What follows belongs to an exercise in optimizing a design on an open flow for small area, a short achievable clock period and few clock cycles; a production flow would make more cautious choices. Function was checked by simulation only, so behaviour that the tests miss may differ from the original. No activity file was given, so power comes from the tool's default toggle rates.

==> run F: inputs <==
// aw_core
module aw_core (
    input  wire        clk,
    input  wire        rst,
    input  wire        cmd_valid,
    output wire        cmd_ready,
    input  wire [31:0] cmd,
    output reg         rsp_valid,
    output reg  [31:0] rsp
);
    localparam [7:0] OP_NOP     = 8'h00;
    localparam [7:0] OP_BUF_WR  = 8'h01;
    localparam [7:0] OP_BUF_RD  = 8'h02;
    localparam [7:0] OP_CSR_RD  = 8'h03;
    localparam [7:0] OP_GF_EXP  = 8'h30;
    localparam [7:0] OP_GF_LOG  = 8'h31;
    localparam [7:0] OP_GF_MUL  = 8'h32;
    localparam [7:0] OP_RS_GEN  = 8'h40;
    localparam [7:0] OP_RS_ENC  = 8'h41;
    localparam [7:0] OP_RS_SYN  = 8'h42;
    localparam [7:0] OP_FMT_ENC = 8'h50;
    localparam [7:0] OP_QR_INIT = 8'h60;
    localparam [7:0] OP_QR_DATA = 8'h61;
    localparam [7:0] OP_QR_FMT  = 8'h62;
    localparam [7:0] OP_QR_GET  = 8'h63;
    localparam [7:0] OP_QR_ROW  = 8'h64;
    localparam [23:0] CORE_ID = 24'h415701;
    localparam F_WR   = 0;    
  ...
export LEC_CHECK = 0
export CAP_MARGIN = 20
export CORE_MARGIN = 2
export CORE_UTILIZATION = 65
export CTS_CLUSTER_DIAMETER = 60
export CTS_CLUSTER_SIZE = 30
export PLACE_DENSITY = 0.75
export SLEW_MARGIN = 20
create_clock -name core_clock -period 10.0 [get_ports {clk}]
standard.sh (not shown) runs the stock make flow with config.mk's settings and CLKGATE_MAP_FILE= SYNTH_SCRIPT=/design/flow/synth_recipe.tcl, a recipe that flattens the netlist after the stock synthesis.
==> flow/flow/run.sh <==
#!/bin/bash
set -euo pipefail
export SETUP_SLACK_MARGIN=6.9
bash standard.sh > standard_make.log 2>&1
==> run A: changes against run F <==
--- a/flow/config.mk
+++ b/flow/config.mk
@@ -8,7 +8,5 @@
 export CAP_MARGIN = 20
 export CORE_MARGIN = 2
 export CORE_UTILIZATION = 65
-export CTS_CLUSTER_DIAMETER = 60
-export CTS_CLUSTER_SIZE = 30
 export PLACE_DENSITY = 0.75
 export SLEW_MARGIN = 20
==> metrics.md <==
| Metric | Value |
|---|---|
| Outcome | timing/DRC/antenna clean |
| Metal2 WL | 42310 um |
| Power Total | 8.405 mW |
| CP required | 10.45 ns |
| CP max stage delay | 0.69 ns |
| Worst slew pin tran | 1.176 ns |
| Power density cells | 263.3 nW/um2 |
| Synthesis-to-layout area growth | 13.93% |
| Sw Ratio | 35.15% |
| WL met3 | 14960 um |
| Final Non-Filler Cells | 2945 |
| Area of the multi-input gates | 10420 um2 |
| Crit. path cell count | 8 |
| DR iter-0 viols | 3711 |
| Non-clock buffers | 182 |
| Clock power frac | 20.6% |
| Max IR drop VDD | 608.5 uV |
| Wl on met1 | 33930 um |
(the above is from run F)
==> metrics.md <==
| Metric | Value |
|---|---|
| Unrepaired setup endpoints after global routing | yes |
| Post-synthesis simple-gate area fraction | 12.21% |
| Synthesis-to-layout area growth | 15.69% |
| Non-clock buffers | 173 |
| Final Non-Filler Cells | 2976 |
| Share of cells above drive strength 1 | 16.46% |
| Power Total | 8.737 mW |
| Area of the multi-input gates | 10380 um2 |
| Wl on met1 | 34120 um |
| Outcome | timing/DRC/antenna clean |
| CP required | 10.47 ns |
| Metal2 WL | 42340 um |
| Crit. path cell count | 7 |
| CP max stage delay | 0.79 ns |
| Sw Ratio | 33.04% |
| Clock power frac | 25.5% |
| Power density cells | 269.5 nW/um2 |
| WL met3 | 14900 um |
| Worst slew pin tran | 1.241 ns |
| DR iter-0 viols | 3795 |
(the above is from run A)
Testbench counts of run F, summed over its fixed seeds: cycles 2,320.
Testbench counts of run A, summed over its fixed seeds: cycles 2,320.

* * *

==> build 5: inputs <==
Another version of the RTL of aw_core (not shown whole).
## aw_core
module aw_core (
    input  wire        clk,
    input  wire        rst,
    input  wire        cmd_valid,
    output wire        cmd_ready,
    input  wire [31:0] cmd,
    output reg         rsp_valid,
    output reg  [31:0] rsp
);
Settings: LEC_CHECK=0, CAP_MARGIN=20, CORE_MARGIN=2, CORE_UTILIZATION=65, PLACE_DENSITY=0.75, SLEW_MARGIN=20; clock period 10.0 ns.
Scripts as last shown in full above: flow/flow/run.sh
==> trial 93: changes against build 5 <==
--- a/flow/design.v
+++ b/flow/design.v
@@ -188,21 +188,25 @@
         begin
             v = {d, 10'd0};
             for (k = 14; k >= 10; k = k - 1)
                 if (v[k]) v = v ^ (15'h537 << (k - 10));
             bch_format = {d, v[9:0]} ^ 15'h5412;
         end
     endfunction
-    localparam NP = 21;
+    localparam NP = 29;
     function [NP-1:0] predecode;
         input [31:0] c;
         reg [7:0] o;
         begin
             o = c[31:24];
-            predecode = {o == OP_BUF_WR && c[7:0] == 8'd0 && c[23:16] <= 8'h19,
+            predecode = {c[23:16] <= 8'h19,
+                         c[15:8] <= 8'd1,  c[15:8] <= 8'd20, c[23:16] <= 8'd20,
+                         c[23:16] <= 8'd31, c[23:16] <= 8'd6,  c[23:16] <= 8'd7,
+                         c[23:16] <= 8'd1,
+                         o == OP_BUF_WR && c[7:0] == 8'd0 && c[23:16] <= 8'h19,
                          c[23:16] == 8'd0, !c[15], c[14:8] == 7'd0, c[7:0] == 8'd0,
                          o == OP_QR_ROW,  o == OP_QR_GET,  o == OP_QR_FMT,  o == OP_QR_DATA,
                          o == OP_QR_INIT, o == OP_FMT_ENC, o == OP_RS_SYN,  o == OP_RS_ENC,
                          o == OP_RS_GEN,  o == OP_GF_MUL,  o == OP_GF_LOG,  o == OP_GF_EXP,
                          o == OP_CSR_RD,  o == OP_BUF_RD,  o == OP_BUF_WR,  o == OP_NOP};
         end
     endfunction
@@ -220,29 +224,29 @@
             fa_ = (p[2] || p[3] || p[4] || p[5] || p[7] || p[9] || p[10]) && z16;
             fab = (p[1] || p[6] || p[14] || p[15]) && z8;
             fi  = p[13] && zi;
             decode = {ND{1'b0}};
             decode[F_LEG]  = fz || fa_ || fab || fi;
             decode[F_NOP]  = p[0] && z24;
             decode[F_WR]   = p[20];
-            decode[F_RD]   = p[2] && z16 && a <= 8'h19;
-            decode[F_CSR]  = p[3] && z16 && a <= 8'd1;
+            decode[F_RD]   = p[2] && z16 && p[28];
+            decode[F_CSR]  = p[3] && z16 && p[21];
             decode[F_EXP]  = p[4] && z16;
-            decode[F_LOG]  = p[5] && z16 && a != 8'd0;
-            decode[F_DOM]  = p[5] && z16 && a == 8'd0;
+            decode[F_LOG]  = p[5] && z16 && !p[19];
+            decode[F_DOM]  = p[5] && z16 && p[19];
             decode[F_MUL]  = p[6] && z8;
-            decode[F_GEN]  = p[7] && z16 && a <= 8'd7;
+            decode[F_GEN]  = p[7] && z16 && p[22];
             decode[F_ENC]  = p[8] && z24;
-            decode[F_SYN]  = p[9] && z16 && a <= 8'd6;
-            decode[F_FENC] = p[10] && z16 && a <= 8'd31;
+            decode[F_SYN]  = p[9] && z16 && p[23];
+            decode[F_FENC] = p[10] && z16 && p[24];
             decode[F_INIT] = p[11] && z24;
             decode[F_DATA] = p[12] && z24;
             decode[F_FMT]  = p[13] && zi;
-            decode[F_GET]  = p[14] && z8 && a <= 8'd20 && b <= 8'd20;
-            decode[F_ROW]  = p[15] && z8 && a <= 8'd20 && b <= 8'd1;
+            decode[F_GET]  = p[14] && z8 && p[25] && p[26];
+            decode[F_ROW]  = p[15] && z8 && p[25] && p[27];
         end
     endfunction
     reg  [7:0]  cw [0:25];    
     reg  [7:0]  sh [0:25];    
     reg  [14:0] fmt;          
     reg  [2:0]  qrst;
     reg         clean;        
@@ -252,14 +256,16 @@
     reg  [NP-1:0] p_q;        
     reg           inv_q;      
     reg           fwd_q;      
     reg  [23:0] c_q;          
     reg  [5:0]  rs_hi;        
     reg  [3:0]  rs_lo;        
     reg  [4:0]  rd_q;         
+    reg  [6:0]  rd_hi;        
+    reg  [3:0]  rd_lo;        
     reg  [7:0]  rb_q;         
     reg         ph;           
     reg  [4:0]  ep;           
     reg  [7:0]  rem [0:6];    
     reg         rz;           
     reg         sl_busy;      
     reg  [7:0]  sl_acc;
@@ -274,22 +280,27 @@
     wire seq_data = !qrst[0] || qrst[1];
     wire seq_fmt  = !qrst[0] || qrst[2];
     wire do_wr    = e[F_WR];
     wire do_data  = e[F_DATA] && !seq_data;
     wire do_fmt   = e[F_FMT] && !seq_fmt;
     wire syn_slow = v_q && e[F_SYN] && !clean;
     wire slow     = (v_q && (e[F_EXP] || e[F_LOG] || e[F_GET] || e[F_RD])) || syn_slow;
-    wire [7:0] cw_x [0:31];
     genvar g;
+    wire [7:0] cw_sel [0:25];
     generate
-        for (g = 0; g < 32; g = g + 1) begin : g_cwx
-            assign cw_x[g] = cw[(g < 26) ? g : g - 8];
+        for (g = 0; g < 26; g = g + 1) begin : g_cwx
+            assign cw_sel[g] = cw[g] & {8{rd_hi[g / 4] && rd_lo[g % 4]}};
         end
     endgenerate
-    wire [7:0] cw_rd = cw_x[rd_q];
+    reg [7:0] cw_rd;
+    integer j;
+    always @(*) begin
+        cw_rd = 8'd0;
+        for (j = 0; j < 26; j = j + 1) cw_rd = cw_rd | cw_sel[j];
+    end
     wire       eng_done = (ep == 5'd19);
     wire       inv      = do_wr && inv_q;
     wire [4:0] ep_s     = inv ? 5'd0 : ep;
     wire       fwd      = do_wr && fwd_q;
     wire       rem_z    = inv || rz;
     wire       eng_step = inv ? fwd : (!eng_done && (fwd || ph));
     wire [7:0] eng_byte = fwd ? fb : rb_q;
@@ -407,25 +418,28 @@
         end
     end
     always @(posedge clk) begin
         if (rst || rdy)
         begin
             p_q <= pd_in & {NP{cmd_valid && !rst}};
             inv_q <= a_lt;
-            fwd_q <= a_lt ? (in_a == 5'd0) : a_eq;
+            fwd_q <= a_eq || (in_a == 5'd0);
         end
+        c_q[7:0] <= cmd[7:0];
         if (rdy) begin
-            c_q   <= cmd[23:0];
+            c_q[23:8] <= cmd[23:8];
             rs_hi <= 6'd1 << cmd[20:18];
             rs_lo <= 4'd1 << cmd[17:16];
         end
         rsp <= {r_st, r_val};
         rb_q <= cw_rd;
         rdy_o <= rst || rdy_n;
         rd_q <= rd_n;
+        rd_hi <= 7'd1 << rd_n[4:2];
+        rd_lo <= 4'd1 << rd_n[1:0];
         if (eng_step)
             for (i = 0; i < 7; i = i + 1) rem[i] <= rem_n[i];
         if (do_fmt) fmt <= imm15;
         if (do_data)
             for (i = 0; i < 26; i = i + 1) sh[i] <= cw[i];
         if (slow) begin
             sl_cnt <= cnt_n;
==> flow/flow/run.sh (replaced) <==
#!/bin/bash
set -euo pipefail
export SETUP_SLACK_MARGIN=7.0
export BUFFER_PORTS_ARGS="-buffer_cell sky130_fd_sc_hd__buf_1"
bash standard.sh > standard_make.log 2>&1
- CTS_CLUSTER_DIAMETER: not set -> 60
- CTS_CLUSTER_SIZE: not set -> 30
==> build 87: changes against build 5 <==
- CTS_CLUSTER_DIAMETER: not set -> 60
- CTS_CLUSTER_SIZE: not set -> 30
==> trial 58: changes against build 5 <==
--- a/flow/design.v
+++ b/flow/design.v
@@ -409,16 +409,17 @@
     always @(posedge clk) begin
         if (rst || rdy)
         begin
             p_q <= pd_in & {NP{cmd_valid && !rst}};
             inv_q <= a_lt;
             fwd_q <= a_lt ? (in_a == 5'd0) : a_eq;
         end
+        c_q[7:0] <= cmd[7:0];
         if (rdy) begin
-            c_q   <= cmd[23:0];
+            c_q[23:8] <= cmd[23:8];
             rs_hi <= 6'd1 << cmd[20:18];
             rs_lo <= 4'd1 << cmd[17:16];
         end
         rsp <= {r_st, r_val};
         rb_q <= cw_rd;
         rdy_o <= rst || rdy_n;
         rd_q <= rd_n;
==> flow/flow/run.sh (replaced) <==
#!/bin/bash
set -euo pipefail
export SETUP_SLACK_MARGIN=6.9
export BUFFER_PORTS_ARGS="-buffer_cell sky130_fd_sc_hd__buf_1"
bash standard.sh > standard_make.log 2>&1
- CTS_CLUSTER_DIAMETER: not set -> 60
- CTS_CLUSTER_SIZE: not set -> 30
==> qor summary <==
|  | build 87 | trial 93 | build 5 | trial 58 |
|---|---|---|---|---|
| Reg2Reg Setup Slack | 6830 ps | 6980 ps | 6840 ps | 6750 ps |
| Syn Area/Cell | 12.6 um^2 | 12.7 um^2 | 12.6 um^2 | 12.5 um^2 |
| Met3 layer usage reported by global route | 14.1% | 12.1% | 14.7% | 14.4% |
| Post-Layout Inst Area | 31600 um^2 | 32200 um^2 | 32400 um^2 | 31300 um^2 |
| Internal power consumption | 5.40 mW | 5.52 mW | 5.99 mW | 5.31 mW |
| Placed Area | 29600 um^2 | 29700 um^2 | 29600 um^2 | 29100 um^2 |
| Proportion of power drawn by combinational gates | 34.0% | 35.0% | 33.0% | 33.3% |
| Total power draw | 8.32 mW | 8.45 mW | 8.95 mW | 8.07 mW |
| Total number of vias | 21100 | 20800 | 21300 | 20900 |
| Non-Clock Buffer Area Fraction | 3.65% | 4.02% | 4.06% | 3.15% |
| Area Overhead vs Synth | 12.1% | 12.0% | 14.9% | 11.1% |
| Total combinational power | 2.83 mW | 2.96 mW | 2.96 mW | 2.69 mW |
| Effective utilization at floorplan | 65.6% | 65.5% | 65.6% | 65.6% |
| Register area | 18000 um^2 | 18400 um^2 | 18000 um^2 | 17900 um^2 |
| Yosys top cell area share | 59.9% | 58.8% | 59.9% | 59.2% |
| Met1 Use GR | 58.6% | 55.6% | 58.9% | 57.2% |
| Outcome | complete, no violations | complete, no violations | complete, no violations | complete, no violations |
| Post-synthesis simple-gate area fraction | 11.3% | 11.1% | 11.3% | 11.3% |
| Via density | 7.18 | 7.02 | 7.13 | 7.14 |
| Total Wirelength | 99400 um | 92600 um | 101000 um | 94500 um |
Testbench counts of build 5, summed over its fixed seeds: cycles 2,320.
Testbench counts of trial 93, summed over its fixed seeds: cycles 2,320.
Testbench counts of build 87, summed over its fixed seeds: cycles 2,320.
Testbench counts of trial 58, summed over its fixed seeds: cycles 2,320.

==> port drivers added, routing unchanged <==
In the flow no input, the clock included, has a driving cell. The finished layouts below were timed again as built, in two steps. Step 1 sets driving cells, clkbuf_16 on the clock port and buf_2 on the other inputs (assumed; they add their load-dependent delay and slew). Step 2 adds t to the input delays and takes it off the output delays; t is the mean of the earliest and latest rising clock arrival at the registers after step 1. Input paths then give back, and output paths get back, about the clock's delay inside the block. Three values: ideal, step 1, step 2; two values: the first two.
| run | shift t [ns] | slack for setup (ns) | worst setup path after step 2 | latest minus earliest clock arrival (ns) |
|---|---|---|---|---|
| run F | 0.649 | 6.748 / 6.748 / 6.209 | input to register | 0.046 / 0.047 |
| run A | 0.689 | 6.794 / 6.794 / 6.196 | input to register | 0.024 / 0.024 |
| build 5 | 0.695 | 6.841 / 6.841 / 6.318 | input to register | 0.043 / 0.043 |
| trial 93 | 0.674 | 6.862 / 6.802 / 6.323 | input to register | 0.052 / 0.052 |
| build 87 | 0.665 | 6.830 / 6.830 / 6.257 | input to register | 0.046 / 0.046 |
| trial 58 | 0.654 | 6.753 / 6.753 / 6.222 | input to register | 0.038 / 0.038 |
After both steps every run listed still meets setup and hold. The setup slack of run A, which loses most, moves by 0.000 ns with the drivers and by -0.598 ns with both steps.
